Context: an optimization exercise on an open-source flow, tuned for a short achievable clock period. The choices shown serve that exercise and are no tape-out recipe. Power and IR drop assume default switching activity.

Setup of old:
## twms
module twms (
  input  logic        clk,
  input  logic        rst,           
  input  logic        cmd_valid,
  input  logic [1:0]  cmd_port,      
  input  logic [31:0] cmd_word,
  output logic        rsp_valid,
  output logic        rsp_ok,
  output logic [31:0] rsp_data,
  output logic [1:0]  bo0_cnt,       
  output logic [10:0] bo0_act0,
  output logic [10:0] bo0_act1,
  output logic [1:0]  bo1_cnt,       
  output logic [10:0] bo1_act0,
  output logic [10:0] bo1_act1,
  output logic        sleep_valid,   
  output logic [2:0]  sleep_level,
  output logic        pwr_asleep,    
  output logic [2:0]  pwr_level,
  output logic        halt,          
  output logic [2:0]  fcode,
  output logic [7:0]  finfo
);
==> flow/config.mk <==
export PLATFORM = sky130hd
export DESIGN_NAME = twms
export DESIGN_NICKNAME = twms
export VERILOG_FILES = /design/flow/design.v
export SDC_FILE = /design/flow/constraint.sdc
export NUM_CORES = 4
export LEC_CHECK = 0
export CAP_MARGIN = 20
export CORE_MARGIN = 2
export CORE_UTILIZATION = 40
export PLACE_DENSITY = 0.6
export SLEW_MARGIN = 20
export SYNTH_HIERARCHICAL = 1
export SYNTH_MINIMUM_KEEP_SIZE = 0
==> flow/constraint.sdc <==
create_clock -name core_clock -period 10.0 [get_ports {clk}]
set_input_delay 2.0000 -clock core_clock [delete_from_list [all_inputs] [get_ports {clk}]]
set_output_delay 2.0000 -clock core_clock [all_outputs]
set_load 0.01 [all_outputs]
standard.sh (not shown) runs the stock make flow with config.mk's settings and CLKGATE_MAP_FILE= SYNTH_SCRIPT=/design/flow/synth_recipe.tcl, a recipe that flattens the netlist after the stock synthesis.
==> flow/flow/run.sh <==
#!/bin/bash
# Layout flow: the standard ORFS flow, with timing repair aimed at a setup
# slack margin well above what the 10 ns clock asks for, so that the resizer
# keeps working on the critical paths (the SDC is unchanged), and a last
# max-slew/max-cap repair after global routing (flow/post_grt.tcl). Port
# buffers are buf_4 (ORFS would pick a delay cell, clkdlybuf4s50_1).
# The platform's don't-use cells are extended with the slow high-stack gates
# (flow/dont_use.txt), for synthesis and for the resizer alike.
# make's output goes to standard_flow.log; each ORFS step logs under orfs/logs/.
set -euo pipefail
MARGIN=${MARGIN:-7.0}
DONT_USE=$(tr '\n' ' ' < flow/dont_use.txt)
bash standard.sh SETUP_SLACK_MARGIN=$MARGIN TNS_END_PERCENT=100 \
  "DONT_USE_CELLS=$DONT_USE" \
  "BUFFER_PORTS_ARGS=-buffer_cell sky130_fd_sc_hd__buf_4" \
  POST_GLOBAL_ROUTE_TCL=$PWD/flow/post_grt.tcl finish > standard_flow.log 2>&1
Other scripts of this flow, unchanged in this note and not shown: flow/flow/dont_use.txt, flow/flow/post_grt.tcl
Input changes introduced in new (baseline for comparison: old):
diff --git a/flow/design.v b/flow/design.v
--- a/flow/design.v
+++ b/flow/design.v
@@ -468,17 +468,29 @@
       3'b011:  rd_src = ev_n;
       3'b101:  rd_src = {16'b0, rd_irqv};
       default: rd_src = {16'b0, finfo_cur, 4'b0, fcode_cur, h};
     endcase
     rd[31:16] = rd_src[31:16] & {16{rd_ok_hi}};
     rd[15:8]  = rd_src[15:8]  & {8{rd_ok_mid}};
     rd[7:0]   = rd_src[7:0]   & {8{rd_ok_lo}};
     rd[2:0]   = rd[2:0] | (cda & {3{rd_ok_cda}});
-    ok = g_fstat || (!h && g_go && !g_busy);
+    ok = g_fstat || (!h &&
+         ((g_host && g_op[1] && (cmd_word[6:5] == 2'b0) && g_b && g_cnt && avail_n[cmd_word[26]]) ||
+          (g_host && g_z238 &&
+           ((g_op[3] && g_b && avail_n[cmd_word[26]]) ||
+            (g_z7_0 && (((g_op[2] || g_op[4]) && g_z2524 && g_b) ||
+                        ((g_op[7] || g_op[10] || g_op[11] || g_op[14]) && g_z2724) ||
+                        (g_op[13] && (cmd_word[25:24] == 2'd2) && g_b))) ||
+            (g_z7_5 && (g_op[5] || g_op[6]) && g_z2724) ||
+            (g_z7_3 && (((g_op[8] || g_op[9]) && g_z2724 && g_lvl) ||
+                        (g_op[13] && (cmd_word[25:24] == 2'd1) && g_b))))) ||
+          (g_env && ((g_op[13] && g_z2524 && g_z218 && g_ik && g_b) ||
+                     (g_op[14] && (cmd_word[27:24] == 4'd1) && g_z238 && g_z7_0))) ||
+          (g_sev && g_op[12] && g_z238 && g_sk && g_b)));
     rsp_ok_d = ok;
     rsp_data_d = rd;
     rsp_data_d[0] = c1 || c3 || rd[0];
     rsp_data_d[1] = c2 || c3 || rd[1];
     rsp_data_d[2] = c4 || rd[2];
     for (int b = 0; b < 2; b++) begin
       bo_cnt_d[b] = {e_xs[b], 1'b0} | (dlv_cnt[b] & {2{nv}});
       for (int k = 0; k < 3; k++)
==> summary.txt <==
Switching share of power: new < old
Between old and new, the flow reports average detailed-routed wire length per instance decreasing by a few percent.
Compared with old, new shows a global-route usage that is 1.4 points lower.
Final period utilization in new is 0.27 points higher than in old
In terms of cell area, old and new differ only marginally.
Changes observed in new relative to old: overall routed net length now sits lower, fraction of met2 tracks used by global routing now sits lower.
No functional check of the RTL was part of any run of this note.

## afterwards: timing with drivers on the ports
How much do the figures lean on ideal ports? The routed layouts below were timed once more, with nothing changed but the port constraints.
Step 1: set_driving_cell puts a clkbuf_16 on clk and a buf_2 on each other input, an assumption about the parent block.
Step 2 also shifts input and output timing later by t, the mid clock arrival at the registers, as if the neighbouring blocks saw the same clock.
Three values: no drivers, after step 1, after step 2; two values: the first two.
run	t (ns)	setup slack, ns	hold slack, ns	slew at the worst register clock pin (ns)
old	0.684	6.826 / 6.762 / 6.148	0.459 / 0.459 / 0.459	0.07 / 0.07
new	0.701	6.799 / 6.736 / 6.106	0.482 / 0.482 / 0.482	0.07 / 0.07
After both steps every run listed still meets setup and hold. For new, which loses most, drivers alone change the setup slack by -0.063 ns; drivers and shift together by -0.693 ns.
